Source: an optimization exercise on an open RTL-to-GDS flow (aim: small area and few clock cycles). Production flows keep margins and buffers that such runs may drop. At most, simulation tests tie the RTL to the original design; equivalence was not proved. For run 6, only the layout was checked, not whether the RTL still works. Power is estimated from default activity; no workload was simulated.

## design/flow/flow/run.sh

```bash
#!/bin/bash
# The standard layout (standard.sh, unchanged synthesis), with:
# - the port buffers made from the smallest buffer cell;
# - clock tree: small sink clusters on small clock buffers, no dummy loads.
export BUFFER_PORTS_ARGS="-buffer_cell sky130_fd_sc_hd__buf_1"
export CTS_ARGS="-sink_clustering_enable -repair_clock_nets -sink_clustering_size 10 -sink_clustering_max_diameter 35 -buf_list sky130_fd_sc_hd__clkbuf_4 -tree_buf sky130_fd_sc_hd__clkbuf_8 -root_buf sky130_fd_sc_hd__clkbuf_8 -dont_use_dummy_load"
bash standard.sh finish > standard.log 2>&1
```

## design/flow/standard.sh

```bash
#!/bin/bash
# synth_recipe.tcl (not shown) runs the flow's synth.tcl, then flattens the netlist and writes it again
# the make line also repeats each setting of config.mk as NAME=value (left out here)
make -C /OpenROAD-flow-scripts/flow DESIGN_CONFIG=/design/flow/config.mk WORK_HOME=/design/flow/orfs CLKGATE_MAP_FILE= SYNTH_SCRIPT=/design/flow/synth_recipe.tcl "${@:-finish}"
```

## design/flow/config.mk

```make
export PLATFORM = sky130hd
export DESIGN_NAME = ups_q1
export DESIGN_NICKNAME = ups_q1
export VERILOG_FILES = /design/flow/design.v
export SDC_FILE = /design/flow/constraint.sdc
export NUM_CORES = 4
export LEC_CHECK = 0
export CAP_MARGIN = 0
export CORE_MARGIN = 2
export CORE_UTILIZATION = 70
export SLEW_MARGIN = 0
```

## design/flow/constraint.sdc

```tcl
create_clock -name core_clock -period 12.0 [get_ports {clk}]
set_input_delay 2.4000 -clock core_clock [delete_from_list [all_inputs] [get_ports {clk}]]
set_output_delay 2.4000 -clock core_clock [all_outputs]
set_load 0.01 [all_outputs]
```

## design/flow/design.v

```verilog
module ups_q1 (
    input  wire        clk,
    input  wire        rst,
    input  wire        t_valid,
    input  wire [31:0] t_req,
    input  wire        t_byte_valid,
    input  wire [7:0]  t_byte,
    output wire        t_ready,
    input  wire        h_valid,
    input  wire [31:0] h_req,
    output wire        h_ready,
    output reg         h_resp_valid,
    output reg  [3:0]  h_resp_status,
    output reg  [31:0] h_resp_data,
    output reg         tx_valid,
    output reg  [2:0]  tx_len,
    output reg  [55:0] tx_bytes,
    output reg         evt_valid,
    output reg  [3:0]  evt_code,
    output reg  [31:0] evt_info
);
    localparam [31:0] PARAMS_WORD = 32'h0001_4040;
    localparam [1:0] ACC_IDLE   = 2'd0;
    localparam [1:0] ACC_STATUS = 2'd1;
    localparam [1:0] ACC_RATING = 2'd2;
    localparam [3:0] E_INVALID_ARG = 4'd1;
    localparam [3:0] E_UNEXPECTED  = 4'd2;
    localparam [3:0] E_OVERLAP     = 4'd3;
    localparam [3:0] E_DECODE      = 4'd4;
    localparam [3:0] E_ILLEGAL     = 4'd5;
    localparam [3:0] EV_DECODED    = 4'd8;
    localparam [1:0] P_DEC  = 2'd0;
    localparam [1:0] P_PCT  = 2'd1;
    localparam [1:0] P_FLAG = 2'd2;
    reg [1:0]  acc_state;
    reg [15:0] frame_len;
    reg        ovf;
    reg [19:0] st_in_v, st_in_fault_v, st_out_v;
    reg [9:0]  st_out_i;
    reg [15:0] st_in_f, st_batt_v;
    reg [7:0]  st_flags;
    reg        st_written;
    reg [19:0] rt_v, rt_batt_v, rt_f;
    reg [9:0]  rt_i;
    reg        rt_written;
    reg [15:0] stat_seq, rate_seq;
    reg [2:0]  le_code;
    reg [7:0]  le_p;
    reg [19:0] sg0, sg1, sg2;
    reg [9:0]  sg3;
    reg [15:0] sg4;
    reg [7:0]  sg6;         
    reg [16:0] p_mant;
    reg [2:0]  p_scale;
    reg        p_pad, p_dot, p_dig, p_bad;
    reg [2:0]  fdone;       
    reg        badf;        
    reg [7:0]  rem;         
    reg [3:0]  pos;         
    reg        c_disc;      
    reg        c_app;       
    reg        c_perr;      
    reg        c_term;      
    reg        ev_v, ev_dec, ev_kind;
    reg        cpend;
    wire [3:0] h_op  = h_req[31:28];
    wire [3:0] h_sel = h_req[27:24];
    wire [7:0] h_n   = h_req[7:0];
    wire [7:0] h_m   = h_req[15:8];
    wire [7:0] h_idx = h_req[7:0];
    wire h_is_cmd   = (h_op == 4'h2) && (h_req[23:16] == 8'd0) &&
                      ((((h_sel <= 4'd3) || (h_sel == 4'd6)) && h_n == 8'd0 && h_m == 8'd0) ||
                       ((h_sel == 4'd4) && h_m == 8'd0) ||
                       (h_sel == 4'd5));
    wire h_is_close = (h_op == 4'h3) && (h_req[27:0] == 28'd0);
    wire h_is_read  = (h_op == 4'h4) && (h_req[27:8] == 20'd0);
    function tk_bad;
        input [7:0] t;
        tk_bad = (t < 8'd2) || (t > 8'd100);
    endfunction
    function tk_two;
        input [7:0] t;
        tk_two = (t < 8'd10) || (t[6:2] == 5'd25);
    endfunction
    function [7:0] tk_b0;
        input [7:0] t;
        tk_b0 = (t[6:2] == 5'd25) ? 8'h31 : 8'h30 + t[6:0] / 7'd10;
    endfunction
    function [7:0] tk_b1;
        input [7:0] t;
        tk_b1 = {4'h3, (t < 8'd10) ? t[3:0] : 4'd0};
    endfunction
    wire       n_bad = tk_bad(h_n);
    wire       m_bad = tk_bad(h_m);
    wire       n_two = tk_two(h_n);
    wire       m_two = tk_two(h_m);
    wire [7:0] n_b0  = tk_b0(h_n);
    wire [7:0] n_b1  = tk_b1(h_n);
    wire [7:0] m_b0  = tk_b0(h_m);
    wire [7:0] m_b1  = tk_b1(h_m);
    wire       sel_tok = h_sel[2] && !h_sel[1];             
    wire       sel5    = sel_tok && h_sel[0];
    wire       cmd_fail = sel_tok && (n_bad || (h_sel[0] && m_bad));
    wire       cmd_arg  = !n_bad;
    reg  [7:0] cb0;
    always @* begin
        case (h_sel[2:0])
            3'd0, 3'd3: cb0 = 8'h51;
            3'd1:       cb0 = 8'h54;
            3'd2:       cb0 = 8'h46;
            3'd4, 3'd5: cb0 = 8'h53;
            default:    cb0 = 8'h43;
        endcase
    end
    wire [7:0] cb1 = sel_tok ? n_b0 : ((h_sel[1] && h_sel[0]) ? 8'h53 : 8'h0D);
    wire [7:0] cb2 = (h_sel[2] && n_two) ? n_b1 : (sel5 ? 8'h52 : 8'h0D);
    wire [7:0] cb3 = h_sel[0] ? (n_two ? 8'h52 : m_b0) : 8'h0D;
    wire [7:0] cb4 = n_two ? m_b0 : (m_two ? m_b1 : 8'h0D);
    wire [7:0] cb5 = (n_two && m_two) ? m_b1 : 8'h0D;
    wire [55:0] cmd_bytes = {8'h0D, cb5, cb4, cb3, cb2, cb1, cb0};
    wire [2:0]  cmd_len = !sel_tok ? ((h_sel[1:0] == 2'd3) ? 3'd3 : 3'd2) :
                          !h_sel[0] ? 3'd3 + {2'd0, n_two} :
                          3'd5 + {2'd0, n_two} + {2'd0, m_two};
    function [31:0] le_word;
        input [2:0] c;
        input [7:0] p;
        reg i1, i3, i4, id;
        begin
            i1 = (c == 3'd1);
            i3 = (c == 3'd3);
            i4 = (c == 3'd4);
            id = (c == 3'd2) || (c == 3'd5);
            le_word = {8'd0, p & {8{id}}, 2'd0, p[5] & i3, p[7] & i1, i1, 1'b0, p[6] & i1,
                       p[4] & i4, p[3:1] & {3{i4}}, p[0] & (i3 || i4), 1'b0, c};
        end
    endfunction
    reg        rd_ok;
    reg [31:0] rd_word;
    always @* begin
        rd_ok   = h_is_read;
        rd_word = 32'd0;
        case ({h_is_read, h_idx})
            9'h100: rd_word = {frame_len, 13'd0, ovf, acc_state};
            9'h101: rd_word = le_word(le_code, le_p);
            9'h102: rd_word = {16'd0, stat_seq};
            9'h103: rd_word = {16'd0, rate_seq};
            9'h104: rd_word = PARAMS_WORD;
            9'h110: rd_word = st_written ? {12'd0, st_in_v} : 32'd0;
            9'h111: rd_word = st_written ? {12'd0, st_in_fault_v} : 32'd0;
            9'h112: rd_word = st_written ? {12'd0, st_out_v} : 32'd0;
            9'h113: rd_word = st_written ? {13'd0, st_written, 8'd0, st_out_i} : 32'd0;
            9'h114: rd_word = st_written ? {13'd0, st_in_f[15:14], 3'd0, st_in_f[13:0]} : 32'd0;
            9'h115: rd_word = st_written ? {13'd0, st_batt_v[15:14], 3'd0, st_batt_v[13:0]} : 32'd0;
            9'h116: rd_word = st_written ? {24'd0, st_flags} : 32'd0;
            9'h120: rd_word = rt_written ? {12'd0, rt_v} : 32'd0;
            9'h121: rd_word = rt_written ? {13'd0, rt_written, 8'd0, rt_i} : 32'd0;
            9'h122: rd_word = rt_written ? {12'd0, rt_batt_v} : 32'd0;
            9'h123: rd_word = rt_written ? {12'd0, rt_f} : 32'd0;
            default: rd_ok = 1'b0;
        endcase
    end
    wire h_cmd_ok = h_is_cmd && !cmd_fail;
    wire h_ok     = h_cmd_ok || h_is_close || rd_ok;
    wire h_evt    = !h_ok;
    wire h_rd01   = h_idx[7:1] == 7'd0;
    wire in_pay = (rem != 8'd0);
    assign h_ready = !cpend && (!in_pay || h_cmd_ok || (rd_ok && !h_rd01));
    assign t_ready = in_pay || !(h_valid && h_evt);
    wire h_fire  = h_valid && h_ready;
    wire tw_fire = t_valid && !in_pay && !(h_valid && h_evt);
    wire tb_fire = t_byte_valid && in_pay;
    wire [7:0] tw_len   = t_req[7:0];
    wire       tw_legal = (t_req[31:28] == 4'h1) && (t_req[27:8] == 20'd0) && (tw_len <= 8'd64);
    always @* begin
        h_resp_valid  = h_fire;
        h_resp_status = h_ok ? 4'd0 : (h_is_cmd ? E_INVALID_ARG : E_ILLEGAL);
        h_resp_data   = rd_word;
        tx_valid      = h_fire && h_cmd_ok;
        tx_len        = cmd_len;
        tx_bytes      = cmd_bytes;
        evt_valid     = ev_v;
        evt_code      = ev_dec ? EV_DECODED : {1'b0, le_code};
        evt_info      = ev_dec ? {27'd0, ev_kind, EV_DECODED} : le_word(le_code, le_p);
    end
    wire       b_first  = (pos == 4'd0);
    wire       b_last   = (rem == 8'd1);
    wire       b_status = (t_byte == 8'h28);
    wire       b_rating = (t_byte == 8'h23);
    wire       b_marker = b_status || b_rating;
    wire       idle     = (acc_state == ACC_IDLE);
    wire       cls      = b_first && !c_disc;           
    wire       b_start  = cls && b_marker;
    wire       b_unexp  = cls && idle && !b_marker;
    wire       b_ovl    = cls && !idle && b_marker;
    wire       b_disc   = c_disc || b_unexp;
    wire       b_app    = cls ? (!idle && !b_marker) : c_app;
    wire       b_term   = c_term || (b_app && (pos == 4'd7) && (t_byte == 8'h00));
    wire       b_decode = b_app && b_term;
    wire       kind = acc_state[1];
    wire [5:0] off  = frame_len[5:0];
    wire       low  = (frame_len[15:6] == 10'd0);
    reg        f_in, f_first, f_last;
    reg [1:0]  f_type;
    reg [4:0]  f_sep;
    always @* begin
        f_in = 1'b0; f_first = 1'b0; f_last = 1'b0; f_type = P_DEC; f_sep = 5'd0;
        if (!kind) begin
            if (off >= 6'd1 && off <= 6'd5) begin
                f_in = 1'b1; f_first = (off == 6'd1); f_last = (off == 6'd5);
            end else if (off >= 6'd7 && off <= 6'd11) begin
                f_in = 1'b1; f_first = (off == 6'd7); f_last = (off == 6'd11);
            end else if (off >= 6'd13 && off <= 6'd17) begin
                f_in = 1'b1; f_first = (off == 6'd13); f_last = (off == 6'd17);
            end else if (off >= 6'd19 && off <= 6'd21) begin
                f_in = 1'b1; f_first = (off == 6'd19); f_last = (off == 6'd21);
                f_type = P_PCT;
            end else if (off >= 6'd23 && off <= 6'd26) begin
                f_in = 1'b1; f_first = (off == 6'd23); f_last = (off == 6'd26);
            end else if (off >= 6'd28 && off <= 6'd31) begin
                f_in = 1'b1; f_first = (off == 6'd28); f_last = (off == 6'd31);
            end else if (off >= 6'd38 && off <= 6'd45) begin
                f_in = 1'b1; f_first = (off == 6'd38); f_last = (off == 6'd45);
                f_type = P_FLAG;
            end
            f_sep = {off == 6'd27, off == 6'd22, off == 6'd18, off == 6'd12, off == 6'd6};
        end else begin
            if (off >= 6'd1 && off <= 6'd5) begin
                f_in = 1'b1; f_first = (off == 6'd1); f_last = (off == 6'd5);
            end else if (off >= 6'd7 && off <= 6'd9) begin
                f_in = 1'b1; f_first = (off == 6'd7); f_last = (off == 6'd9);
                f_type = P_PCT;
            end else if (off >= 6'd11 && off <= 6'd15) begin
                f_in = 1'b1; f_first = (off == 6'd11); f_last = (off == 6'd15);
            end else if (off >= 6'd17 && off <= 6'd21) begin
                f_in = 1'b1; f_first = (off == 6'd17); f_last = (off == 6'd21);
            end
            f_sep = {2'b00, off == 6'd16, off == 6'd10, off == 6'd6};
        end
        f_in  = f_in && low;
        f_sep = f_sep & {5{low}};
    end
    wire [7:0] c      = t_byte;
    wire       c_dig  = (c >= 8'h30) && (c <= 8'h39);
    wire       c_sp   = (c == 8'h20);
    wire       c_pad  = c_sp || (c == 8'h0D) || (c == 8'h00);
    wire       c_pt   = (c == 8'h2E);
    wire       c_bit  = (c[7:1] == 7'h18);
    wire [13:0] m0   = f_first ? 14'd0 : p_mant[13:0];    
    wire [3:0]  dd   = c_dig ? c[3:0] : 4'd0;
    wire [15:0] r_a = {m0, dd[2:1]};             
    wire [15:0] r_b = {2'd0, m0};
    wire [16:0] r_c;
    wire [15:0] r_s;
    assign r_c[0] = 1'b0;
    genvar gi;
    generate
        for (gi = 0; gi < 16; gi = gi + 1) begin : g_fa
            wire cin = (gi == 2) ? (r_c[gi] | dd[3]) : r_c[gi];
            assign r_s[gi]   = r_a[gi] ^ r_b[gi] ^ cin;
            assign r_c[gi+1] = (r_a[gi] & r_b[gi]) | (r_a[gi] & cin) | (r_b[gi] & cin);
        end
    endgenerate
    wire [16:0] m_d  = {r_s, dd[0]};
    wire [2:0]  s_d  = (f_first ? 3'd0 : p_scale) + {2'd0, c_dig && p_dot && !f_first};
    wire        m_we = f_in && (f_type != P_FLAG) && (f_first || c_dig);
    wire        pd0 = !f_first && p_pad;
    wire        dt0 = !f_first && p_dot;
    wire        dg0 = !f_first && p_dig;
    wire        bd0 = !f_first && p_bad;
    reg        pd1, dt1, dg1, bd1;
    always @* begin
        pd1 = pd0; dt1 = dt0; dg1 = dg0; bd1 = bd0;
        if (f_type == P_FLAG) begin
            dg1 = 1'b1;
            bd1 = bd0 || !c_bit;
        end else if (pd0 || dt0 || dg0 || bd0 || !c_sp) begin
            if (c_pad) begin
                pd1 = 1'b1;
            end else begin
                if (pd0) bd1 = 1'b1;
                if (c_dig) begin
                    dg1 = 1'b1;
                end else if (c_pt && !dt0 && f_type == P_DEC) begin
                    dt1 = 1'b1;
                end else begin
                    bd1 = 1'b1;
                end
            end
        end
    end
    wire f_ok = dg1 && !bd1;
    wire [2:0] fdone_n = (f_in && f_last && !badf && f_ok) ? fdone + 3'd1 : fdone;
    wire       badf_n  = badf || (f_in && f_last && !f_ok);
    wire [2:0] nfields = kind ? 3'd4 : 3'd7;
    wire       dec_ok  = !badf_n && (fdone_n == nfields);
    always @(posedge clk) begin
        if (tw_fire) begin
            pos    <= 4'd0;
            c_disc <= !tw_legal;
            c_app  <= 1'b0;
            c_perr <= !tw_legal;
            c_term <= 1'b0;
        end else if (tb_fire) begin
            if (pos != 4'd8) pos <= pos + 4'd1;
            c_disc <= b_disc;
            c_app  <= b_app;
            c_perr <= c_perr || b_unexp || b_ovl;
            c_term <= b_term;
        end
        if (tb_fire && !b_disc) begin
            if (b_start) begin
                fdone <= 3'd0;
                badf  <= 1'b0;
            end else begin
                if (f_in) begin
                    p_pad <= pd1;
                    p_dot <= dt1;
                    p_dig <= dg1;
                    p_bad <= bd1;
                    fdone <= fdone_n;
                    badf  <= badf_n;
                    if (f_type == P_FLAG) sg6 <= {sg6[6:0], c[0]};
                end
                if (m_we) begin
                    p_mant  <= m_d;
                    p_scale <= s_d;
                end
                if (f_sep[0]) sg0 <= {p_scale, p_mant};
                if (f_sep[1]) sg1 <= {p_scale, p_mant};
                if (f_sep[2]) sg2 <= {p_scale, p_mant};
                if (f_sep[3]) sg3 <= p_mant[9:0];
                if (f_sep[4]) sg4 <= {p_scale[1:0], p_mant[13:0]};
            end
        end
    end
    wire [16:0] fl_c;
    wire [15:0] fl_inc;
    assign fl_c[0] = 1'b1;
    generate
        for (gi = 0; gi < 16; gi = gi + 1) begin : g_inc
            assign fl_inc[gi]  = frame_len[gi] ^ fl_c[gi];
            assign fl_c[gi+1]  = frame_len[gi] & fl_c[gi];
        end
    endgenerate
    wire h_err    = h_fire && h_evt;                         
    wire tw_err   = tw_fire && !tw_legal;                    
    wire tw_evt   = tw_err && (tw_len == 8'd0);
    wire tb_end   = tb_fire && b_last;                       
    wire tb_evt   = tb_end && (c_perr || b_unexp || b_ovl);
    wire dec      = tb_end && b_decode;
    wire commit   = dec && dec_ok;
    wire frm_clr  = (h_fire && h_is_close) || dec;
    reg        le_we;
    reg [2:0]  le_c;
    reg [7:0]  le_d;
    always @* begin
        le_we = 1'b1;
        if (h_err) begin
            le_c = h_is_cmd ? 3'd1 : 3'd5;
            le_d = h_is_cmd ? {cmd_arg, h_sel[0], 6'd0} : h_req[31:24];
        end else if (tw_err) begin
            le_c = 3'd5;
            le_d = t_req[31:24];
        end else if (tb_fire && b_unexp) begin
            le_c = 3'd2;
            le_d = t_byte;
        end else if (tb_fire && b_ovl) begin
            le_c = 3'd3;
            le_d = {2'd0, kind, 4'd0, b_rating};
        end else begin
            le_c  = 3'd4;
            le_d  = {3'd0, !badf_n, fdone_n, kind};
            le_we = dec && !dec_ok;
        end
    end
    always @(posedge clk) begin
        if (le_we) le_p <= le_d;
        if (h_err || tw_evt || tb_evt || dec) begin
            ev_dec  <= dec && dec_ok;
            ev_kind <= kind;
        end
        if (cpend && !ev_kind) begin
            st_in_v       <= sg0;
            st_in_fault_v <= sg1;
            st_out_v      <= sg2;
            st_out_i      <= sg3;
            st_in_f       <= sg4;
            st_batt_v     <= {p_scale[1:0], p_mant[13:0]};
            st_flags      <= sg6;
        end
        if (cpend && ev_kind) begin
            rt_v      <= sg0;
            rt_i      <= sg1[9:0];
            rt_batt_v <= sg2;
            rt_f      <= {p_scale, p_mant};
        end
    end
    always @(posedge clk) begin
        if (rst) begin
            acc_state  <= ACC_IDLE;
            frame_len  <= 16'd0;
            ovf        <= 1'b0;
            st_written <= 1'b0;
            rt_written <= 1'b0;
            stat_seq   <= 16'd0;
            rate_seq   <= 16'd0;
            le_code    <= 3'd0;
            rem        <= 8'd0;
            ev_v       <= 1'b0;
            cpend      <= 1'b0;
        end else begin
            ev_v <= h_err || tw_evt || tb_evt || dec;
            cpend <= commit;
            if (le_we) le_code <= le_c;
            if (tw_fire) rem <= tw_len;
            else if (tb_fire) rem <= rem - 8'd1;
            if (frm_clr) begin
                acc_state <= ACC_IDLE;
                frame_len <= 16'd0;
                ovf       <= 1'b0;
            end else if (tb_fire && !b_disc) begin
                if (b_start) begin
                    acc_state <= b_rating ? ACC_RATING : ACC_STATUS;
                    frame_len <= 16'd1;
                    ovf       <= 1'b0;
                end else begin
                    if (!low) ovf <= 1'b1;
                    if (!fl_c[16]) frame_len <= fl_inc;
                end
            end
            if (cpend && !ev_kind) begin
                st_written <= 1'b1;
                stat_seq   <= stat_seq + 16'd1;
            end
            if (cpend && ev_kind) begin
                rt_written <= 1'b1;
                rate_seq   <= rate_seq + 16'd1;
            end
        end
    end
endmodule
```

==> results of run 1 <==
[metal layers]
layer | vias up | global-route usage
met3 | 147 | 0.0836
met2 | 846 | 0.542
met1 | 6317 | 0.491
li1 | 5888 | -
met5 | - | 0
met4 | 0 | 0.180
[area by class of cell]
class | count | area, sq um
clock buffers | 54 | 437
inverters | 43 | 161
fillers | 1662 | 6020
flip-flops and latches | 386 | 10900
well taps | 330 | 413
repair buffers | 204 | 857
multi-input cells | 969 | 6350
[cells in the final DEF, fill, tap and decap left out, drive strengths merged, types with 32 or more instances in the layout]
master,n
edfxtp,314
a22oi,43
inv,42
nand2,119
conb,32
clkbuf,55
o21ai,75
nand3,32
and2,43
a222oi,34
buf,203
a21oi,39
dfxtp,72
nor2,144
[worst max-delay path, delay by kind of cell]
kind,cells,cell delay [ns]
simple gates,6,3.47
compound gates,2,0.44
buf+inv,2,0.28
[stage by stage]
| stage | setup slack (ns) | utilization | power [uW] | cells |
|---|---|---|---|---|
| final | 3.00 | 0.760 | 2770 | 1986 |
| after detailed placement | 2.81 | 0.743 | 2160 | 1932 |
| after global placement | 3.01 | 0.743 | 2140 | 1932 |
| after floorplan | 3.54 | - | 1970 | 1512 |
| after global routing | 2.93 | 0.760 | 2890 | 1986 |
| after CTS | 3.37 | 0.760 | 2770 | 1986 |
[power by group through the flow]
stage,sequential (uW),combinational [uW],clock [uW]
floorplan,1580,395,0
global placement,1630,506,0
detailed placement,1630,525,0
CTS,1600,530,634
global route,1610,596,681
finish,1610,536,627
[worst paths after layout]
kind / startpoint / to / slack, ns / cells past startpoint
min: sg3[6]$_DFFE_PP_ / st_out_i[6]$_DFFE_PP_ / 0.39 / 0
min reg2reg: sg3[6]$_DFFE_PP_ / st_out_i[6]$_DFFE_PP_ / 0.39 / 0
max: h_req[18] / h_resp_data[7] / 3.00 / 10
max reg2reg: frame_len[1]$_SDFFE_PP0P_ / p_mant[16]$_DFFE_PP_ / 3.37 / 27
[cells by family after synthesis]
kind of cell	Yosys count	share of synthesized area
multiplexers	25	0.0144
flip-flops	386	0.608
other	2	0.000420
AO/OA/AOI/OAI	318	0.129
buffers and inverters	157	0.0457
AND/OR/NAND/NOR	506	0.145
XOR/XNOR	43	0.0211
adder cells (fa/ha/maj)	45	0.0368
[sequential cells by signal (all words and copies together) (netlist names), 17 cells and up]
| signal | flops |
|---|---|
| st_out_v | 20 |
| sg0 | 20 |
| rt_v | 20 |
| rt_f | 20 |
| p_mant | 17 |
| rt_batt_v | 20 |
| sg1 | 20 |
| sg2 | 20 |
| st_in_v | 20 |
| st_in_fault_v | 20 |
==> flow_summary.ini, run 1 <==
[finish]
num_antenna_cells = 0
area_growth_syn_to_layout_pct = 6.72
nets = 1779
drive_gt1_frac = 0.0700
fin_area_sq_um = 19100

[synth]
syn_avg_cell_area_sq_um = 12.1
synth_area_sq_um = 17900
synth_edf_count = 314
syn_inst = 1482
ys_async_sr_fraction = 0
synth-main-ff-cell = edfxtp_1
yosys-top-cells-area = edfxtp_1, dfxtp_1, nor2_1
synth_common_cells = edfxtp_1, nor2_1, nand2_1
synth_cell_types = 93
synth_warnings = 1
synth-seq-cells = 386
yosysTopAreaCellShare = 0.527
synth_most_common_cell = edfxtp_1
seq_area_frac_synth = 0.608
yosys.area.top_type = edfxtp_1

[routing]
drt_iter0_markers = 1808
wire_per_inst_microns = 23.8
drc = 0
dr_total_vias = 13198
drtPass1Iterations = 6
vias_per_cell = 6.65
wirelength_mm = 47.3
wl_met2_mm = 21.2
met1_length_mm = 18.4
wl_met3_mm = 5.38
antenna_left = 0
top_layer = met4

[setup_path]
worstPathCellList = buf_1, nor4_1, nand4_1, or4_4, or3_1, nor2_2, a222oi_1, and3_1, o221ai_1, buf_1
cp.required_ns = 9.60
cpMaxStageDelayCell = nor2_2
cp_max_fo = 20
cpMostUsedCell = buf_1
endpoint_kind = output port
crit_type = in -> out
critPathLaunchType = input pin
slowest_delay_ns = 1.04
crit_arrival_ns = 6.60

[clock_network]
clkTransAtPathRegs_ns = 0.10
root_buffer = clkbuf_8
ctsResizeCount = 0
cts.htree.levels = 2
postCtsSetupBuffers = 0
cts_sinks = 386
clockBufferDepth = 3
numCtsBuffers = 54
clkLatencyLatePin_ns = 0.59
cts_tree = built
hold_buffers = 0

[sta]
min_period_ns = 9.00
post-route-period-util = 0.750
worst_slew_pin_slew_ns = 1.30
setup_viol_count_final = 0
max_freq_ghz = 0.111
fin_setup_tns_ns = 0
whs_ns = 0.389
rsz0062_at_grt = false
hold_violations = 0
fin_worst_skew_ns = 0.102
slew_violations = 0
relSlewSlack = 0.134

[global_route]
grt.total_usage = 0.358
grt_max_degree = 77
grt_antenna_before_repair = 0
grt_pass1_vias = 12554
grt_pass1_wl_mm = 71.8
grt_overflow = 0

[power_and_ir_drop]
comb_power_share = 0.193
seqPwrFrac = 0.580
p_per_area_nw_per_um2 = 145
clkPwrFrac = 0.226
swShare = 0.306
p_sw_uw = 848
p_int_uw = 1920
total_leakage_power_uw = 0.00644
ir_worst_vdd_mv = 0.115

[place]
gp_congestion = 0.929
hpwl_mm = 32.6
port_buffers = 180
place_area_sq_um = 18700

[run_status]
status = no timing/DRC/antenna violations

[job]
max_cap_violations = 0

[floorplanning]
die_h_microns = 164
fp-row-count = 58
start_util = 0.713
core_area_sq_um = 25100
die_w_microns = 164
die_area_sq_um = 26900
ios = 213

[min_path]
min_path_type = reg -> reg
Testbench counts, summed over its fixed seeds: cycles 9,304.
==> inputs of run 2 (changes only) <==
==> design/flow/flow/run.sh (replaced) <==
#!/bin/bash
# The standard layout (standard.sh, unchanged synthesis), with:
# - the port buffers made from the smallest buffer cell;
# - clock tree: large sink clusters, no dummy loads.
export BUFFER_PORTS_ARGS="-buffer_cell sky130_fd_sc_hd__buf_1"
export CTS_ARGS="-sink_clustering_enable -repair_clock_nets -sink_clustering_size 10 -sink_clustering_max_diameter 35 -buf_list sky130_fd_sc_hd__clkbuf_4 -tree_buf sky130_fd_sc_hd__clkbuf_8 -root_buf sky130_fd_sc_hd__clkbuf_8 -dont_use_dummy_load"
bash standard.sh finish > standard.log 2>&1
--- a/design/flow/config.mk
+++ b/design/flow/config.mk
@@ -6,6 +6,6 @@
 export NUM_CORES = 4
 export LEC_CHECK = 0
-export CAP_MARGIN = 0
+export CAP_MARGIN = 20
 export CORE_MARGIN = 2
 export CORE_UTILIZATION = 70
-export SLEW_MARGIN = 0
+export SLEW_MARGIN = 20
==> flow_summary.ini, run 2 <==
[global_route]
grt.total_usage = 0.360
grt_overflow = 0
grt_pass1_vias = 12514
grt_antenna_before_repair = 2
grt_pass1_wl_mm = 72.2
grt_max_degree = 77

[synth]
synth_cell_types = 93
yosys.area.top_type = edfxtp_1
synth_common_cells = edfxtp_1, nor2_1, nand2_1
synth-seq-cells = 386
yosysTopAreaCellShare = 0.527
syn_inst = 1482
ys_async_sr_fraction = 0
synth_warnings = 1
synth-main-ff-cell = edfxtp_1
synth_area_sq_um = 17900
synth_most_common_cell = edfxtp_1
synth_edf_count = 314
seq_area_frac_synth = 0.608
syn_avg_cell_area_sq_um = 12.1
yosys-top-cells-area = edfxtp_1, dfxtp_1, nor2_1

[finish]
fin_util = 0.761
final_cell_mix = edfxtp_1, buf_1, nor2_1
layout_commonest_cell = edfxtp_1
area_growth_syn_to_layout_pct = 6.86
drive_gt1_frac = 0.0712
nets = 1781

[sta]
worst_slew_pin_slew_ns = 1.12
setup_viol_count_final = 0
min_period_ns = 8.79
post-route-period-util = 0.733
relSlewSlack = 0.247
fin_worst_skew_ns = 0.0909
hold_violations = 0
max_freq_ghz = 0.114
whs_ns = 0.390
slew_violations = 0
fin_setup_tns_ns = 0
rsz0062_at_grt = false

[setup_path]
crit_type = reg -> reg
cpMostUsedCell = fa_1
cpMaxStageDelayCell = dfxtp_1
critPathLaunchType = register
endpoint_kind = register
cp.required_ns = 12.32
cp_max_fo = 20
crit_arrival_ns = 9.11
slowest_delay_ns = 0.68

[place]
hpwl_mm = 32.7
gp_congestion = 0.929
port_buffers = 180

[clock_network]
ctsResizeCount = 0
clkTransAtPathRegs_ns = 0.10
cts_tree = built
postCtsSetupBuffers = 0
root_buffer = clkbuf_8
hold_buffers = 0
cts_sinks = 386
clockBufferDepth = 3
numCtsBuffers = 55
clkLatencyLatePin_ns = 0.57
cts.htree.levels = 2

[floorplanning]
fp-row-count = 58
die_area_sq_um = 26900
core_area_sq_um = 25100
start_util = 0.713
ios = 213
die_w_microns = 164
die_h_microns = 164

[routing]
wire_per_inst_microns = 24.0
antenna_left = 0
dr_total_vias = 13259
vias_per_cell = 6.67
drt_iter0_markers = 1740
drtPass1Iterations = 6
wirelength_mm = 47.7
drc = 0

[power_and_ir_drop]
p_sw_uw = 856
seqPwrFrac = 0.579
p_per_area_nw_per_um2 = 146
p_int_uw = 1930
total_leakage_power_uw = 0.00645
swShare = 0.307
ir_worst_vdd_mv = 0.106
clkPwrFrac = 0.228
comb_power_share = 0.193

[run_status]
status = no timing/DRC/antenna violations

[job]
max_cap_violations = 0

[min_path]
min_path_type = reg -> reg
[run 2: cell counts after synthesis]
No cell type changed its count.
[run 2: cells by family after synthesis]
| group | synth area share |
|---|---|
| AND/OR/NAND/NOR | 0.145 |
| flip-flops | 0.608 |
| AO/OA/AOI/OAI | 0.129 |
| buffers and inverters | 0.0457 |
| adder cells (fa/ha/maj) | 0.0368 |
| XOR/XNOR | 0.0211 |
| multiplexers | 0.0144 |
| other | 0.000420 |
[run 2: path summary, 6_finish.rpt]
kind                        startpoint                     to  slack [ns]  cells past startpoint
max reg2reg  frame_len[0]$_SDFFE_PP0P_   p_mant[16]$_DFFE_PP_        3.21                     26
min reg2reg           sg3[6]$_DFFE_PP_  st_out_i[6]$_DFFE_PP_        0.39                      0
max          frame_len[0]$_SDFFE_PP0P_   p_mant[16]$_DFFE_PP_        3.21                     26
min                   sg3[6]$_DFFE_PP_  st_out_i[6]$_DFFE_PP_        0.39                      0
[run 2: routing by layer]
metal  up-vias  GRT usage  wire length (microns)
met5         -          0                     12
met4         2      0.161                   2020
li1       5898          -                      -
met3       136     0.0866                   5550
met1      6322      0.497                  18400
met2       901      0.549                  21800
[run 2: stage by stage]
stage / std cells / setup WS (ns) / power (uW) / area, sq um
6_report: 1989 / 3.21 / 2780 / 19100
5_1_grt: 1989 / 2.94 / 2890 / 19100
4_1_cts: 1988 / 3.32 / 2770 / 19100
3_5_place_dp: 1933 / 2.79 / 2160 / 18700
3_3_place_gp: 1932 / 3.01 / 2140 / 18700
2_1_floorplan: 1512 / 3.54 / 1970 / 18000
[run 2: power groups by stage]
stage               clock (uW)  combinational, uW  sequential (uW)
CTS                        637                529             1600
floorplan                    0                395             1580
detailed placement           0                523             1630
global placement             0                506             1630
finish                     634                537             1610
global route               689                592             1610
[run 2: worst max-delay path: cells and delay by family (launching register included)]
kind,cells,cell delay (ns)
xor gates and xnor gates,1,0.17
adders and majority gates,16,5.51
and+or+nand+nor,4,0.83
AOI/OAI and AO/OA,3,1.21
DFF,1,0.68
buffers and inverters,2,0.11
[run 2: final cells by class]
| type | instances | area [sq um] |
|---|---|---|
| flip-flops and latches | 386 | 10900 |
| diodes | 1 | 2.50 |
| multi-input cells | 969 | 6350 |
| inverters | 43 | 161 |
| fillers | 1638 | 5990 |
| repair buffers | 205 | 872 |
| clock buffers | 55 | 444 |
| well taps | 330 | 413 |
==> inputs of run 3 (changes only) <==
--- a/design/flow/design.v
+++ b/design/flow/design.v
@@ -35,11 +35,11 @@
     reg [1:0]  acc_state;
     reg [15:0] frame_len;
-    reg        ovf;
-    reg [19:0] st_in_v, st_in_fault_v, st_out_v;
+    wire       ovf = (frame_len[15:7] != 9'd0) || (frame_len[6] && frame_len[5:0] != 6'd0);
+    reg [17:0] st_in_v, st_in_fault_v, st_out_v;
     reg [9:0]  st_out_i;
     reg [15:0] st_in_f, st_batt_v;
     reg [7:0]  st_flags;
     reg        st_written;
-    reg [19:0] rt_v, rt_batt_v, rt_f;
+    reg [17:0] rt_v, rt_batt_v, rt_f;
     reg [9:0]  rt_i;
     reg        rt_written;
@@ -47,5 +47,5 @@
     reg [2:0]  le_code;
     reg [7:0]  le_p;
-    reg [19:0] sg0, sg1, sg2;
+    reg [17:0] sg0, sg1, sg2;
     reg [9:0]  sg3;
     reg [15:0] sg4;
@@ -62,5 +62,5 @@
     reg        c_perr;      
     reg        c_term;      
-    reg        ev_v, ev_dec, ev_kind;
+    reg        ev_v, ev_kind;
     reg        cpend;
     wire [3:0] h_op  = h_req[31:28];
@@ -135,4 +135,8 @@
         end
     endfunction
+    function [19:0] dec5_dec;
+        input [17:0] e;
+        dec5_dec = {e[17] ? e[16:14] : 3'd0, e[17] ? 3'd0 : e[16:14], e[13:0]};
+    endfunction
     reg        rd_ok;
     reg [31:0] rd_word;
@@ -146,15 +150,15 @@
             9'h103: rd_word = {16'd0, rate_seq};
             9'h104: rd_word = PARAMS_WORD;
-            9'h110: rd_word = st_written ? {12'd0, st_in_v} : 32'd0;
-            9'h111: rd_word = st_written ? {12'd0, st_in_fault_v} : 32'd0;
-            9'h112: rd_word = st_written ? {12'd0, st_out_v} : 32'd0;
+            9'h110: rd_word = st_written ? {12'd0, dec5_dec(st_in_v)} : 32'd0;
+            9'h111: rd_word = st_written ? {12'd0, dec5_dec(st_in_fault_v)} : 32'd0;
+            9'h112: rd_word = st_written ? {12'd0, dec5_dec(st_out_v)} : 32'd0;
             9'h113: rd_word = st_written ? {13'd0, st_written, 8'd0, st_out_i} : 32'd0;
             9'h114: rd_word = st_written ? {13'd0, st_in_f[15:14], 3'd0, st_in_f[13:0]} : 32'd0;
             9'h115: rd_word = st_written ? {13'd0, st_batt_v[15:14], 3'd0, st_batt_v[13:0]} : 32'd0;
             9'h116: rd_word = st_written ? {24'd0, st_flags} : 32'd0;
-            9'h120: rd_word = rt_written ? {12'd0, rt_v} : 32'd0;
+            9'h120: rd_word = rt_written ? {12'd0, dec5_dec(rt_v)} : 32'd0;
             9'h121: rd_word = rt_written ? {13'd0, rt_written, 8'd0, rt_i} : 32'd0;
-            9'h122: rd_word = rt_written ? {12'd0, rt_batt_v} : 32'd0;
-            9'h123: rd_word = rt_written ? {12'd0, rt_f} : 32'd0;
+            9'h122: rd_word = rt_written ? {12'd0, dec5_dec(rt_batt_v)} : 32'd0;
+            9'h123: rd_word = rt_written ? {12'd0, dec5_dec(rt_f)} : 32'd0;
             default: rd_ok = 1'b0;
         endcase
@@ -180,6 +184,6 @@
         tx_bytes      = cmd_bytes;
         evt_valid     = ev_v;
-        evt_code      = ev_dec ? EV_DECODED : {1'b0, le_code};
-        evt_info      = ev_dec ? {27'd0, ev_kind, EV_DECODED} : le_word(le_code, le_p);
+        evt_code      = cpend ? EV_DECODED : {1'b0, le_code};
+        evt_info      = cpend ? {27'd0, ev_kind, EV_DECODED} : le_word(le_code, le_p);
     end
     wire       b_first  = (pos == 4'd0);
@@ -264,4 +268,6 @@
     wire [2:0]  s_d  = (f_first ? 3'd0 : p_scale) + {2'd0, c_dig && p_dot && !f_first};
     wire        m_we = f_in && (f_type != P_FLAG) && (f_first || c_dig);
+    wire        p_scnz = (p_scale != 3'd0);
+    wire [17:0] p_enc  = {p_scnz, p_scnz ? p_scale : p_mant[16:14], p_mant[13:0]};
     wire        pd0 = !f_first && p_pad;
     wire        dt0 = !f_first && p_dot;
@@ -326,7 +332,7 @@
                     p_scale <= s_d;
                 end
-                if (f_sep[0]) sg0 <= {p_scale, p_mant};
-                if (f_sep[1]) sg1 <= {p_scale, p_mant};
-                if (f_sep[2]) sg2 <= {p_scale, p_mant};
+                if (f_sep[0]) sg0 <= p_enc;
+                if (f_sep[1]) sg1 <= p_enc;
+                if (f_sep[2]) sg2 <= p_enc;
                 if (f_sep[3]) sg3 <= p_mant[9:0];
                 if (f_sep[4]) sg4 <= {p_scale[1:0], p_mant[13:0]};
@@ -376,8 +382,5 @@
     always @(posedge clk) begin
         if (le_we) le_p <= le_d;
-        if (h_err || tw_evt || tb_evt || dec) begin
-            ev_dec  <= dec && dec_ok;
-            ev_kind <= kind;
-        end
+        if (dec) ev_kind <= kind;
         if (cpend && !ev_kind) begin
             st_in_v       <= sg0;
@@ -393,5 +396,5 @@
             rt_i      <= sg1[9:0];
             rt_batt_v <= sg2;
-            rt_f      <= {p_scale, p_mant};
+            rt_f      <= p_enc;
         end
     end
@@ -400,5 +403,4 @@
             acc_state  <= ACC_IDLE;
             frame_len  <= 16'd0;
-            ovf        <= 1'b0;
             st_written <= 1'b0;
             rt_written <= 1'b0;
@@ -418,12 +420,9 @@
                 acc_state <= ACC_IDLE;
                 frame_len <= 16'd0;
-                ovf       <= 1'b0;
             end else if (tb_fire && !b_disc) begin
                 if (b_start) begin
                     acc_state <= b_rating ? ACC_RATING : ACC_STATUS;
                     frame_len <= 16'd1;
-                    ovf       <= 1'b0;
-                end else begin
-                    if (!low) ovf <= 1'b1;
+                    end else begin
                     if (!fl_c[16]) frame_len <= fl_inc;
                 end
==> design/flow/flow/run.sh (replaced) <==
#!/bin/bash
# The standard layout (standard.sh, unchanged synthesis), with:
# - the port buffers made from the smallest buffer cell;
# - clock tree: small sink clusters on small clock buffers, no dummy loads.
export BUFFER_PORTS_ARGS="-buffer_cell sky130_fd_sc_hd__buf_1"
export CTS_ARGS="-sink_clustering_enable -repair_clock_nets -sink_clustering_size 10 -sink_clustering_max_diameter 35 -buf_list sky130_fd_sc_hd__clkbuf_4 -tree_buf sky130_fd_sc_hd__clkbuf_8 -root_buf sky130_fd_sc_hd__clkbuf_8 -dont_use_dummy_load"
bash standard.sh finish > standard.log 2>&1
==> flow_summary.ini, run 3 <==
[setup_path]
reg2reg_depth = 27
cp_max_fo = 21
endpoint_kind = register
cp.required_ns = 12.33
critPathLaunchType = register
crit_arrival_ns = 9.11
crit_type = reg -> reg

[sta]
hold_violations = 0
post-route-period-util = 0.732
fin_ws_ns = 3.22
max_freq_ghz = 0.114
slew_violations = 0
fin_setup_tns_ns = 0
worst_slew_pin_slew_ns = 1.23
relSlewSlack = 0.182
fin_worst_skew_ns = 0.0603
rsz0062_at_grt = false
setup_viol_count_final = 0
min_period_ns = 8.78

[finish]
drive_gt1_frac = 0.0701
nets = 1782
fin_cells = 1979
area_growth_syn_to_layout_pct = 6.92
layout_commonest_cell = edfxtp_1
final_cell_mix = edfxtp_1, buf_1, nor2_1

[synth]
synth-main-ff-cell = edfxtp_1
syn_avg_cell_area_sq_um = 11.8
yosys-top-cells-area = edfxtp_1, dfxtp_1, nor2_1
synth_common_cells = edfxtp_1, nor2_1, nand2_1
yosysTopAreaCellShare = 0.506
ys_async_sr_fraction = 0
synth-seq-cells = 366
seq_area_frac_synth = 0.587
synth_warnings = 1
yosys.area.top_type = edfxtp_1
synth_area_sq_um = 17500
syn_inst = 1485
synth_cell_types = 92
synth_most_common_cell = edfxtp_1
synth_edf_count = 295

[min_path]
hold-path-cell-count = 0
min_path_type = reg -> reg

[clock_network]
postCtsSetupBuffers = 0
cts.htree.levels = 2
cts_sinks = 366
clkLatencyLatePin_ns = 0.57
clockBufferDepth = 3
ctsResizeCount = 0
root_buffer = clkbuf_8
hold_buffers = 0
numCtsBuffers = 51
cts_tree = built
clkTransAtPathRegs_ns = 0.10

[routing]
dr_total_vias = 13307
vias_per_cell = 6.72
drc = 0
wirelength_mm = 45.8
antenna_left = 0
drtPass1Iterations = 7
drt_iter0_markers = 2013
wire_per_inst_microns = 23.2

[place]
port_buffers = 180
gp_congestion = 0.954
pre_cts_slack_ns = 2.97
dpl.cell_count = 1927
hpwl_mm = 31.6

[global_route]
grt_pass1_vias = 12247
grt.total_usage = 0.348
grt_pass1_wl_mm = 69.5
grt_antenna_before_repair = 1
grt_max_degree = 70
grt_overflow = 0

[job]
max_cap_violations = 0

[run_status]
status = no timing/DRC/antenna violations

[floorplanning]
fp-row-count = 57
die_w_microns = 162
ios = 213
die_h_microns = 162
start_util = 0.716
die_area_sq_um = 26300
core_area_sq_um = 24500

[power_and_ir_drop]
ir_worst_vdd_mv = 0.101
p_per_area_nw_per_um2 = 141
total_leakage_power_uw = 0.00627
[run 3: layer usage]
metal	wire length, microns	track usage	vias to the layer above	part of all wire
li1	-	-	5944	-
met1	18300	0.503	6380	0.40
met2	21000	0.535	880	0.46
met3	5140	0.0679	103	0.11
met4	1320	0.126	0	0.029
met5	0	0	-	0
[run 3: path summary, 6_finish.rpt]
check | start | endpoint | slack, ns
max | frame_len[1]$_SDFFE_PP0P_ | p_mant[16]$_DFFE_PP_ | 3.22
min | sg1[16]$_DFFE_PP_ | st_in_fault_v[16]$_DFFE_PP_ | 0.42
max reg2reg | frame_len[1]$_SDFFE_PP0P_ | p_mant[16]$_DFFE_PP_ | 3.22
min reg2reg | sg1[16]$_DFFE_PP_ | st_in_fault_v[16]$_DFFE_PP_ | 0.42
[run 3: through the flow]
step	area [sq um]	utilization	hold slack (ns)	total power, uW
floorplan	17600	-	0.400	1900
global placement	18300	0.747	0.400	2040
detailed placement	18300	0.748	0.405	2060
CTS	18700	0.765	0.413	2640
global route	18700	0.765	0.428	2760
finish	18700	0.765	0.422	2640
[run 3: final cells by class]
type                    instances  area [sq um]
well taps                     324           405
fillers                      1641          5750
flip-flops and latches        366         10300
repair buffers                200           831
inverters                      52           195
multi-input cells             985          6590
diodes                          1          2.50
clock buffers                  51           414
[run 3: kinds of logic (layout without fill, tap and decap cells)]
kind of cell | count (synthesis) | in the layout | share of synthesized area
DFF | 366 | 366 | 0.587
and+or+nand+nor | 505 | 505 | 0.152
muxes | 7 | 7 | 0.00407
buffers and inverters | 164 | 303 | 0.0460
other | 2 | 33 | 0.000429
adders and majority gates | 52 | 52 | 0.0423
xor gates and xnor gates | 45 | 45 | 0.0225
AOI/OAI and AO/OA | 344 | 344 | 0.145
[run 3: worst max-delay path: stages (launching register included)]
cell,delay [ns]
dfxtp_1,0.65
inv_1,0.18
ha_1,0.37
or2_2,0.36
a21o_1,0.18
a21oi_1,0.19
o221ai_1,0.21
o21a_1,0.51
and2_1,0.32
ha_1,0.18
inv_1,0.06
fa_1,0.15
a21boi_0,0.35
fa_1,0.26
fa_1,0.17
inv_1,0.05
fa_1,0.39
fa_1,0.40
fa_1,0.40
fa_1,0.40
fa_1,0.43
fa_1,0.41
fa_1,0.40
fa_1,0.40
fa_1,0.40
fa_1,0.38
ha_1,0.20
xor2_1,0.16
[run 3: power by group]
group | leakage [uW] | switching [uW] | total, uW | internal [uW]
clock network | 0.000248 | 377 | 593 | 215
logic | 0.00279 | 348 | 544 | 196
registers | 0.00323 | 70.9 | 1510 | 1440
total | 0.00627 | 796 | 2640 | 1850
Testbench counts of run 3, summed over its fixed seeds: cycles 9,304.
==> inputs of run 4 (changes only) <==
--- a/design/flow/design.v
+++ b/design/flow/design.v
@@ -51,6 +51,5 @@
     reg [15:0] sg4;
     reg [7:0]  sg6;         
-    reg [16:0] p_mant;
-    reg [2:0]  p_scale;
+    reg [17:0] p_val;       
     reg        p_pad, p_dot, p_dig, p_bad;
     reg [2:0]  fdone;       
@@ -250,5 +249,6 @@
     wire       c_pt   = (c == 8'h2E);
     wire       c_bit  = (c[7:1] == 7'h18);
-    wire [13:0] m0   = f_first ? 14'd0 : p_mant[13:0];    
+    wire [2:0]  p_scale = p_val[17] ? p_val[16:14] : 3'd0;
+    wire [13:0] m0   = f_first ? 14'd0 : p_val[13:0];     
     wire [3:0]  dd   = c_dig ? c[3:0] : 4'd0;
     wire [15:0] r_a = {m0, dd[2:1]};             
@@ -267,7 +267,9 @@
     wire [16:0] m_d  = {r_s, dd[0]};
     wire [2:0]  s_d  = (f_first ? 3'd0 : p_scale) + {2'd0, c_dig && p_dot && !f_first};
+    wire        s_nz = (s_d != 3'd0);
+    wire [17:0] v_d  = {s_nz, s_nz ? s_d : m_d[16:14], m_d[13:0]};
     wire        m_we = f_in && (f_type != P_FLAG) && (f_first || c_dig);
-    wire        p_scnz = (p_scale != 3'd0);
-    wire [17:0] p_enc  = {p_scnz, p_scnz ? p_scale : p_mant[16:14], p_mant[13:0]};
+    wire [17:0] p_enc  = p_val;
+    wire [15:0] p_dec4 = {p_scale[1:0], p_val[13:0]};      
     wire        pd0 = !f_first && p_pad;
     wire        dt0 = !f_first && p_dot;
@@ -329,12 +331,11 @@
                 end
                 if (m_we) begin
-                    p_mant  <= m_d;
-                    p_scale <= s_d;
+                    p_val <= v_d;
                 end
                 if (f_sep[0]) sg0 <= p_enc;
                 if (f_sep[1]) sg1 <= p_enc;
                 if (f_sep[2]) sg2 <= p_enc;
-                if (f_sep[3]) sg3 <= p_mant[9:0];
-                if (f_sep[4]) sg4 <= {p_scale[1:0], p_mant[13:0]};
+                if (f_sep[3]) sg3 <= p_val[9:0];
+                if (f_sep[4]) sg4 <= p_dec4;
             end
         end
@@ -389,5 +390,5 @@
             st_out_i      <= sg3;
             st_in_f       <= sg4;
-            st_batt_v     <= {p_scale[1:0], p_mant[13:0]};
+            st_batt_v     <= p_dec4;
             st_flags      <= sg6;
         end
--- a/design/flow/config.mk
+++ b/design/flow/config.mk
@@ -8,4 +8,4 @@
 export CAP_MARGIN = 20
 export CORE_MARGIN = 2
-export CORE_UTILIZATION = 70
+export CORE_UTILIZATION = 80
 export SLEW_MARGIN = 20
==> flow_summary.ini, run 4 <==
[run_status]
status = no timing/DRC/antenna violations

[setup_path]
crit_type = in -> reg
r2r-start = frame_len[1]$_SDFFE_PP0P_
slowest_delay_ns = 0.41
critPathBufInv = 2
crit_arrival_ns = 9.55
startpoint = t_byte[3]
endpoint_kind = register
cpMaxStageDelayCell = fa_1
worstPathCellList = buf_1, o21ai_0, and4_1, and2_1, ha_1, fa_1, a21oi_1, fa_1, inv_1, fa_1, fa_1, fa_1, fa_1, fa_1, fa_1, fa_1, fa_1, fa_1, fa_1, fa_1, ha_1, xor2_1, a21o_1
cp.required_ns = 12.31
critPathLaunchType = input pin
cp_max_fo = 9
cpMostUsedCell = fa_1
cp_top_family = adder cells

[sta]
fin_worst_skew_ns = 0.0720
slew_violations = 0
hold_violations = 0
setup_viol_count_final = 0
max_freq_ghz = 0.108
worst_slew_pin_slew_ns = 1.20
rsz0062_at_grt = false
fin_setup_tns_ns = 0
relSlewSlack = 0.201
whs_ns = 0.381
min_period_ns = 9.24
post-route-period-util = 0.770

[place]
place_area_sq_um = 18000
gp_congestion = 1.04
dpl.cell_count = 1864
port_buffers = 180
hpwl_mm = 34.1

[min_path]
min_path_type = reg -> reg
holdCritStartpoint = sg4[0]$_DFFE_PP_

[floorplanning]
core_area_sq_um = 21200
start_util = 0.818
fp-row-count = 53
ios = 213
die_w_microns = 151
die_h_microns = 151
die_area_sq_um = 22800

[global_route]
grt_overflow = 0
grt_antenna_before_repair = 3
grt_pass1_vias = 13011
grt_pass1_wl_mm = 73.1
grt_max_degree = 88
grt.total_usage = 0.433

[routing]
wire_per_inst_microns = 26.1
antenna_left = 0
dr_total_vias = 14095
vias_per_cell = 7.35
drc = 0
wirelength_mm = 50.1
drtPass1Iterations = 12
drt_iter0_markers = 2823

[finish]
fin_util = 0.870
area_growth_syn_to_layout_pct = 6.35
drive_gt1_frac = 0.0653
fin_cells = 1918
fin_area_sq_um = 18400
layout_commonest_cell = edfxtp_1
nets = 1762
final_cell_mix = edfxtp_1, buf_1, nor2_1
nFillCells = 1021

[clock_network]
cts_sinks = 364
numCtsBuffers = 49
clockBufferDepth = 3
ctsResizeCount = 0
root_buffer = clkbuf_8
cts_tree = built
clkLatencyLatePin_ns = 0.58
clkTransAtPathRegs_ns = 0.10
postCtsSetupBuffers = 0
hold_buffers = 0
cts.htree.levels = 2

[synth]
synth_cell_types = 84
synth_edf_count = 293
syn_avg_cell_area_sq_um = 11.7
yosys.area.top_type = edfxtp_1
ys_async_sr_fraction = 0
synth_common_cells = edfxtp_1, nor2_1, nand2_1
seq_area_frac_synth = 0.591
synth_warnings = 1
synth-main-ff-cell = edfxtp_1
yosys-top-cells-area = edfxtp_1, dfxtp_1, nor2_1
synth_area_sq_um = 17300
yosysTopAreaCellShare = 0.508
synth_most_common_cell = edfxtp_1
syn_inst = 1482
synth-seq-cells = 364

[job]
max_cap_violations = 0

[power_and_ir_drop]
total_leakage_power_uw = 0.00624
ir_worst_vdd_mv = 0.114
p_per_area_nw_per_um2 = 144
-- run 4: per-layer routing --
layer  vias up  track usage  part of all wire
li1       5862            -                 -
met1      6423        0.571              0.33
met2      1460        0.646              0.44
met3       348        0.138              0.16
met4         2        0.235             0.071
met5         -            0           0.00026
-- run 4: stage by stage --
step	power (uW)	setup WS, ns
floorplan	1880	3.05
global placement	2020	2.64
detailed placement	2050	2.33
CTS	2610	2.92
global route	2720	2.68
finish	2640	2.76
-- run 4: layout make-up --
type	instances	area, sq um	share of cell area
repair buffers	199	823	0.0447
well taps	275	344	0.0187
clock buffers	49	399	0.0217
inverters	41	154	0.00836
diodes	5	12.5	0.000680
multi-input cells	985	6450	0.351
flip-flops and latches	364	10200	0.555
-- run 4: report_power, final --
group / internal (uW) / switching [uW]
Clock: 208 / 385
Combinational: 187 / 358
Sequential: 1420 / 80.3
-- run 4: kinds of logic (layout without fill, tap and decap cells) --
logic type	Yosys count	count (layout)	share of synthesized area
AND/OR/NAND/NOR	534	534	0.159
flip-flops	364	364	0.591
AO/OA/AOI/OAI	324	324	0.139
buffers and inverters	163	289	0.0474
adder cells (fa/ha/maj)	46	46	0.0388
XOR/XNOR	44	44	0.0223
multiplexers	5	5	0.00289
other	2	37	0.000434
-- run 4: worst paths after layout --
check | slack, ns | endpoint | cells past startpoint
max | 2.76 | p_val[16]$_DFFE_PP_ | 23
min | 0.38 | st_in_f[0]$_DFFE_PP_ | 0
max reg2reg | 3.11 | p_val[16]$_DFFE_PP_ | 27
min reg2reg | 0.38 | st_in_f[0]$_DFFE_PP_ | 0
-- run 4: worst register-to-register path: cells and delay by family (launching register included) --
| family | cells | cell delay (ns) |
|---|---|---|
| adders and majority gates | 16 | 5.81 |
| and+or+nand+nor | 2 | 0.52 |
| buffers and inverters | 3 | 0.49 |
| AOI/OAI and AO/OA | 5 | 1.05 |
| DFF | 1 | 0.66 |
| xor gates and xnor gates | 1 | 0.17 |
Testbench counts of run 4, summed over its fixed seeds: cycles 9,304.
==> inputs of run 5 (changes only) <==
--- a/design/flow/config.mk
+++ b/design/flow/config.mk
@@ -8,4 +8,4 @@
 export CAP_MARGIN = 20
 export CORE_MARGIN = 2
-export CORE_UTILIZATION = 80
+export CORE_UTILIZATION = 70
 export SLEW_MARGIN = 20
==> flow_summary.ini, run 5 <==
[routing]
vias_per_cell = 6.73
drtPass1Iterations = 9
wirelength_mm = 46.9
wire_per_inst_microns = 23.9
drc = 0
dr_total_vias = 13213
drt_iter0_markers = 1956
antenna_left = 0

[place]
hpwl_mm = 32.9
port_buffers = 180
pre_cts_slack_ns = 2.40
gp_congestion = 1.01

[sta]
post-route-period-util = 0.756
fin_ws_ns = 2.93
fin_worst_skew_ns = 0.0685
slew_violations = 0
setup_viol_count_final = 0
relSlewSlack = 0.196
worst_slew_pin_slew_ns = 1.21
fin_setup_tns_ns = 0
hold_violations = 0
min_period_ns = 9.07
rsz0062_at_grt = false
max_freq_ghz = 0.110

[setup_path]
slowest_delay_ns = 0.42
reg2reg_depth = 27
cp_max_fo = 9
reg2reg_slack_ns = 3.28
cpMaxStageDelayCell = fa_1
crit_type = in -> reg
endpoint_kind = register
endpoint = p_val[16]$_DFFE_PP_
cpMostUsedCell = fa_1
r2r-start = frame_len[1]$_SDFFE_PP0P_
worstPathCellList = buf_1, o21ai_0, and4_1, and2_1, ha_1, fa_1, a21oi_1, fa_1, inv_1, fa_1, fa_1, fa_1, fa_1, fa_1, fa_1, fa_1, fa_1, fa_1, fa_1, fa_1, ha_1, xor2_1, a21o_1
startpoint = t_byte[3]
cp.required_ns = 12.33
crit_arrival_ns = 9.40
critPathLaunchType = input pin
reg2reg_to = p_val[16]$_DFFE_PP_

[synth]
syn_avg_cell_area_sq_um = 11.7
seq_area_frac_synth = 0.591
syn_inst = 1482
yosys-top-cells-area = edfxtp_1, dfxtp_1, nor2_1
synth-seq-cells = 364
yosysTopAreaCellShare = 0.508
synth_edf_count = 293
synth_common_cells = edfxtp_1, nor2_1, nand2_1
synth_cell_types = 84
yosys.area.top_type = edfxtp_1
synth_most_common_cell = edfxtp_1
synth-main-ff-cell = edfxtp_1
synth_warnings = 1
synth_area_sq_um = 17300
ys_async_sr_fraction = 0

[global_route]
grt_antenna_before_repair = 2
grt.total_usage = 0.359
grt_max_degree = 71
grt_pass1_vias = 12256
grt_pass1_wl_mm = 70.5
grt_overflow = 0

[clock_network]
clkTransAtPathRegs_ns = 0.10
clkLatencyLatePin_ns = 0.57
postCtsSetupBuffers = 0
ctsResizeCount = 0
root_buffer = clkbuf_8
clockBufferDepth = 3
cts.htree.levels = 2
numCtsBuffers = 47
cts_sinks = 364
hold_buffers = 0
cts_tree = built

[finish]
seq_area_sq_um = 10200
final_cell_mix = edfxtp_1, buf_1, nor2_1
layout_commonest_cell = edfxtp_1
multiInputGateArea_sq_um = 6440
nets = 1761
fin_util = 0.758
drive_gt1_frac = 0.0641
nFillCells = 1649
area_growth_syn_to_layout_pct = 6.55

[power_and_ir_drop]
total_leakage_power_uw = 0.00623
p_per_area_nw_per_um2 = 141
finalPower_uw = 2610
ir_worst_vdd_mv = 0.0790

[floorplanning]
die_w_microns = 161
die_h_microns = 161
ios = 213
start_util = 0.712
fp-row-count = 57
core_area_sq_um = 24300
die_area_sq_um = 26000

[min_path]
min_path_type = reg -> reg

[run_status]
status = no timing/DRC/antenna violations

[job]
max_cap_violations = 0
[run 5: cell count changes in the layout (fill, tap and decap cells not counted)]
cell / change
nor4_1: +1
nor2_2: -1
nor2_4: +1
diode_2: -2
nor4_4: -1
buf_4: +2
buf_6: -1
clkbuf_4: -2
[run 5: metal layers]
metal	GRT usage	wire (microns)	vias to the layer above
li1	-	-	5876
met5	0	0	-
met3	0.0747	5340	149
met2	0.566	21700	877
met1	0.496	18000	6311
met4	0.143	1910	0
[run 5: cell families after synthesis]
logic type / Yosys count / share of synthesized area
and+or+nand+nor: 534 / 0.159
DFF: 364 / 0.591
AOI/OAI and AO/OA: 324 / 0.139
buffers and inverters: 163 / 0.0474
adders and majority gates: 46 / 0.0388
xor gates and xnor gates: 44 / 0.0223
muxes: 5 / 0.00289
other: 2 / 0.000434
[run 5: cell type report]
type,instances,area share
multi-input combinational,985,0.349
clock buffer,47,0.0208
sequential,364,0.554
antenna,3,0.000407
timing repair buffer,200,0.0449
tap,324,0.0220
inverter,41,0.00835
[run 5: worst min-delay path by stage]
| stage | to | startpoint | cells after the start |
|---|---|---|---|
| 2_1_floorplan | st_flags[7]$_DFFE_PP_ | sg6[7]$_DFFE_PP_ | 0 |
| 3_3_place_gp | st_out_i[4]$_DFFE_PP_ | sg3[4]$_DFFE_PP_ | 0 |
| 3_5_place_dp | st_in_f[15]$_DFFE_PP_ | sg4[15]$_DFFE_PP_ | 0 |
| 4_1_cts | st_in_f[15]$_DFFE_PP_ | sg4[15]$_DFFE_PP_ | 0 |
| 5_1_grt | st_in_f[15]$_DFFE_PP_ | sg4[15]$_DFFE_PP_ | 0 |
| 6_report | rt_batt_v[0]$_DFFE_PP_ | sg2[0]$_DFFE_PP_ | 0 |
[run 5: through the flow]
stage / area, sq um / hold WS [ns] / instances
after global routing: 18400 / 0.404 / 1962
after CTS: 18400 / 0.399 / 1961
after detailed placement: 18000 / 0.405 / 1914
after floorplan: 17400 / 0.400 / 1512
after global placement: 18000 / 0.401 / 1914
final: 18400 / 0.398 / 1964
[run 5: report_power, final]
part | leakage, uW | internal [uW] | switching [uW]
sequential | 0.00321 | 1420 | 78.5
clock | 0.000229 | 201 | 369
combinational | 0.00279 | 187 | 349
total | 0.00623 | 1810 | 797
[run 5: critical path, delay by kind of cell]
| kind | cells | cell delay (ns) |
|---|---|---|
| AOI/OAI and AO/OA | 3 | 0.66 |
| and+or+nand+nor | 2 | 0.48 |
| adders and majority gates | 15 | 5.31 |
| buffers and inverters | 2 | 0.39 |
| xor gates and xnor gates | 1 | 0.16 |
==> inputs of run 6 (changes only) <==
--- a/design/flow/design.v
+++ b/design/flow/design.v
@@ -130,5 +130,5 @@
             i4 = (c == 3'd4);
             id = (c == 3'd2) || (c == 3'd5);
-            le_word = {8'd0, p & {8{id}}, 2'd0, p[5] & i3, p[7] & i1, i1, 1'b0, p[6] & i1,
+            le_word = {8'd0, p & {8{id}}, 2'd0, p[5] & i3, p[7] & i1, i1, 1'b0, p[0] & i1,
                        p[4] & i4, p[3:1] & {3{i4}}, p[0] & (i3 || i4), 1'b0, c};
         end
@@ -365,5 +365,5 @@
         if (h_err) begin
             le_c = h_is_cmd ? 3'd1 : 3'd5;
-            le_d = h_is_cmd ? {cmd_arg, h_sel[0], 6'd0} : h_req[31:24];
+            le_d = {h_is_cmd ? cmd_arg : h_req[31], h_req[30:24]};    
         end else if (tw_err) begin
             le_c = 3'd5;
==> flow_summary.ini, run 6 <==
[run_status]
status = no timing/DRC/antenna violations

[sta]
fin_ws_ns = 3.20
fin_worst_skew_ns = 0.0676
post-route-period-util = 0.733
worst_slew_pin_slew_ns = 1.15
slew_violations = 0
setup_viol_count_final = 0
fin_setup_tns_ns = 0
hold_violations = 0
relSlewSlack = 0.235
rsz0062_at_grt = false
min_period_ns = 8.80
max_freq_ghz = 0.114

[setup_path]
cp_max_fo = 10
endpoint_kind = register
cp.required_ns = 12.30
critPathLaunchType = input pin
crit_arrival_ns = 9.10
crit_type = in -> reg

[floorplanning]
core_area_sq_um = 24200
fp-row-count = 57
start_util = 0.711
die_area_sq_um = 25900
die_h_microns = 161
die_w_microns = 161
ios = 213

[synth]
synth-main-ff-cell = edfxtp_1
syn_avg_cell_area_sq_um = 11.8
ys_async_sr_fraction = 0
synth_warnings = 1
yosysTopAreaCellShare = 0.511
synth_most_common_cell = edfxtp_1
synth_common_cells = edfxtp_1, nor2_1, nand2_1
synth_edf_count = 293
seq_area_frac_synth = 0.593
synth_area_sq_um = 17200
yosys.area.top_type = edfxtp_1
syn_inst = 1458
yosys-top-cells-area = edfxtp_1, dfxtp_1, nor2_1
synth-seq-cells = 364
synth_cell_types = 91

[routing]
drt_iter0_markers = 1894
drtPass1Iterations = 6
vias_per_cell = 6.69
wire_per_inst_microns = 22.9
dr_total_vias = 13040
drc = 0
antenna_left = 0
wirelength_mm = 44.6

[finish]
area_growth_syn_to_layout_pct = 6.97
multiInputGateArea_sq_um = 6400
nets = 1748
final_cell_mix = edfxtp_1, buf_1, nor2_1
seq_area_sq_um = 10200
nFillCells = 1621
num_antenna_cells = 0
drive_gt1_frac = 0.0653
layout_commonest_cell = edfxtp_1

[clock_network]
cts_tree = built
numCtsBuffers = 51
cts.htree.levels = 2
clkTransAtPathRegs_ns = 0.09
root_buffer = clkbuf_8
clkLatencyLatePin_ns = 0.57
postCtsSetupBuffers = 0
ctsResizeCount = 0
hold_buffers = 0
clockBufferDepth = 3
cts_sinks = 364

[power_and_ir_drop]
p_per_area_nw_per_um2 = 139
p_int_uw = 1810
swShare = 0.293
total_leakage_power_uw = 0.00623
seqPwrFrac = 0.579
clkPwrFrac = 0.230
ir_worst_vdd_mv = 0.102
comb_power_share = 0.191
p_sw_uw = 748

[job]
max_cap_violations = 0

[global_route]
grt_overflow = 0
grt.total_usage = 0.344
grt_pass1_wl_mm = 68.3
grt_pass1_vias = 12071
grt_max_degree = 71
grt_antenna_before_repair = 2

[place]
port_buffers = 180
pre_cts_slack_ns = 2.62
hpwl_mm = 30.8
gp_congestion = 0.974

[min_path]
min_path_type = reg -> reg
## run 6: cell type report
class / instances / share of cell area
timing repair buffer: 199 / 0.0445
sequential: 364 / 0.554
tap: 324 / 0.0220
clock buffer: 51 / 0.0225
multi-input combinational: 964 / 0.347
inverter: 46 / 0.00937
## run 6: power by group through the flow
stage	clock network (uW)	registers, uW	logic [uW]
2_1_floorplan	0	1470	366
3_3_place_gp	0	1510	464
3_5_place_dp	0	1510	480
4_1_cts	595	1480	483
5_1_grt	642	1490	539
6_report	588	1480	488
## run 6: path summary, 6_finish.rpt
| kind | from | end | slack (ns) | cells after the start |
|---|---|---|---|---|
| setup / recovery | t_byte[3] | p_val[16]$_DFFE_PP_ | 3.20 | 23 |
| hold / removal | sg3[6]$_DFFE_PP_ | st_out_i[6]$_DFFE_PP_ | 0.40 | 0 |
| setup reg to reg | frame_len[1]$_SDFFE_PP0P_ | p_val[16]$_DFFE_PP_ | 3.38 | 27 |
| hold reg to reg | sg3[6]$_DFFE_PP_ | st_out_i[6]$_DFFE_PP_ | 0.40 | 0 |
## run 6: stage by stage
step	total power (uW)	utilization	instances	hold slack [ns]	cell area, sq um
2_1_floorplan	1840	-	1488	0.400	17300
3_3_place_gp	1970	0.742	1897	0.401	18000
3_5_place_dp	1990	0.742	1897	0.405	18000
4_1_cts	2560	0.759	1948	0.398	18400
5_1_grt	2670	0.760	1948	0.404	18400
6_report	2560	0.760	1948	0.402	18400
## run 6: worst max-delay path, cell delays in order
cell     delay, ns
buf_1         0.31
o21ai_0       0.19
and4_1        0.29
and2_1        0.18
ha_1          0.19
fa_1          0.36
a21oi_1       0.21
fa_1          0.20
inv_1         0.05
fa_1          0.38
fa_1          0.40
fa_1          0.39
fa_1          0.39
fa_1          0.39
fa_1          0.38
fa_1          0.40
fa_1          0.40
fa_1          0.38
fa_1          0.39
fa_1          0.38
ha_1          0.20
xnor2_1       0.14
o21ai_0       0.08
## run 6: cells by family after synthesis
kind of cell,after synthesis,share of synthesized area
AO/OA/AOI/OAI,327,0.142
XOR/XNOR,45,0.0229
adder cells (fa/ha/maj),47,0.0395
buffers and inverters,160,0.0465
flip-flops,364,0.593
multiplexers,6,0.00349
other,2,0.000436
AND/OR/NAND/NOR,507,0.152
## run 6: per-layer routing
layer	part of all wire	vias up	global-route usage
li1	-	5813	-
met1	0.40	6301	0.502
met2	0.46	827	0.532
met3	0.11	95	0.0664
met4	0.028	4	0.110
met5	0.00056	-	0

==> separate check: timing with driven ports <==
No port has a modelled driver above. Below, the same layouts with a new extraction and two added sets of constraints. Step 1 (the two cells are an assumption about what drives the block):
set clk [get_ports {clk}]
set_driving_cell -lib_cell sky130_fd_sc_hd__clkbuf_16 $clk
set_driving_cell -lib_cell sky130_fd_sc_hd__buf_2 [delete_from_list [all_inputs] $clk]
Step 2 times the ports against the registers' clock, not the clock port: input delays grow and output delays shrink by t, the midpoint of the rising clock arrivals with the driver on. a / b / c = ideal ports / drivers / drivers and shift; a / b = the first two.
| run | t, ns | setup WS [ns] | latest minus earliest clock arrival (ns) | worst slew at a driven data input, ns | cell pins on the clock port's net |
|---|---|---|---|---|---|
| run 1 | 0.585 | 2.996 / 2.975 / 2.855 | 0.102 / 0.102 | 0.04 | 1 |
| run 2 | 0.576 | 3.207 / 3.207 / 2.797 | 0.091 / 0.091 | 0.04 | 1 |
| run 3 | 0.577 | 3.218 / 3.218 / 2.889 | 0.079 / 0.079 | 0.07 | 1 |
| run 4 | 0.596 | 2.764 / 2.743 / 2.147 | 0.072 / 0.072 | 0.10 | 1 |
| run 5 | 0.586 | 2.932 / 2.918 / 2.332 | 0.069 / 0.068 | 0.11 | 1 |
| run 6 | 0.583 | 3.199 / 3.189 / 2.606 | 0.068 / 0.068 | 0.06 | 1 |
After both steps every run listed still meets setup and hold. For run 4, which loses most, drivers alone change the setup slack by -0.021 ns; drivers and shift together by -0.617 ns.
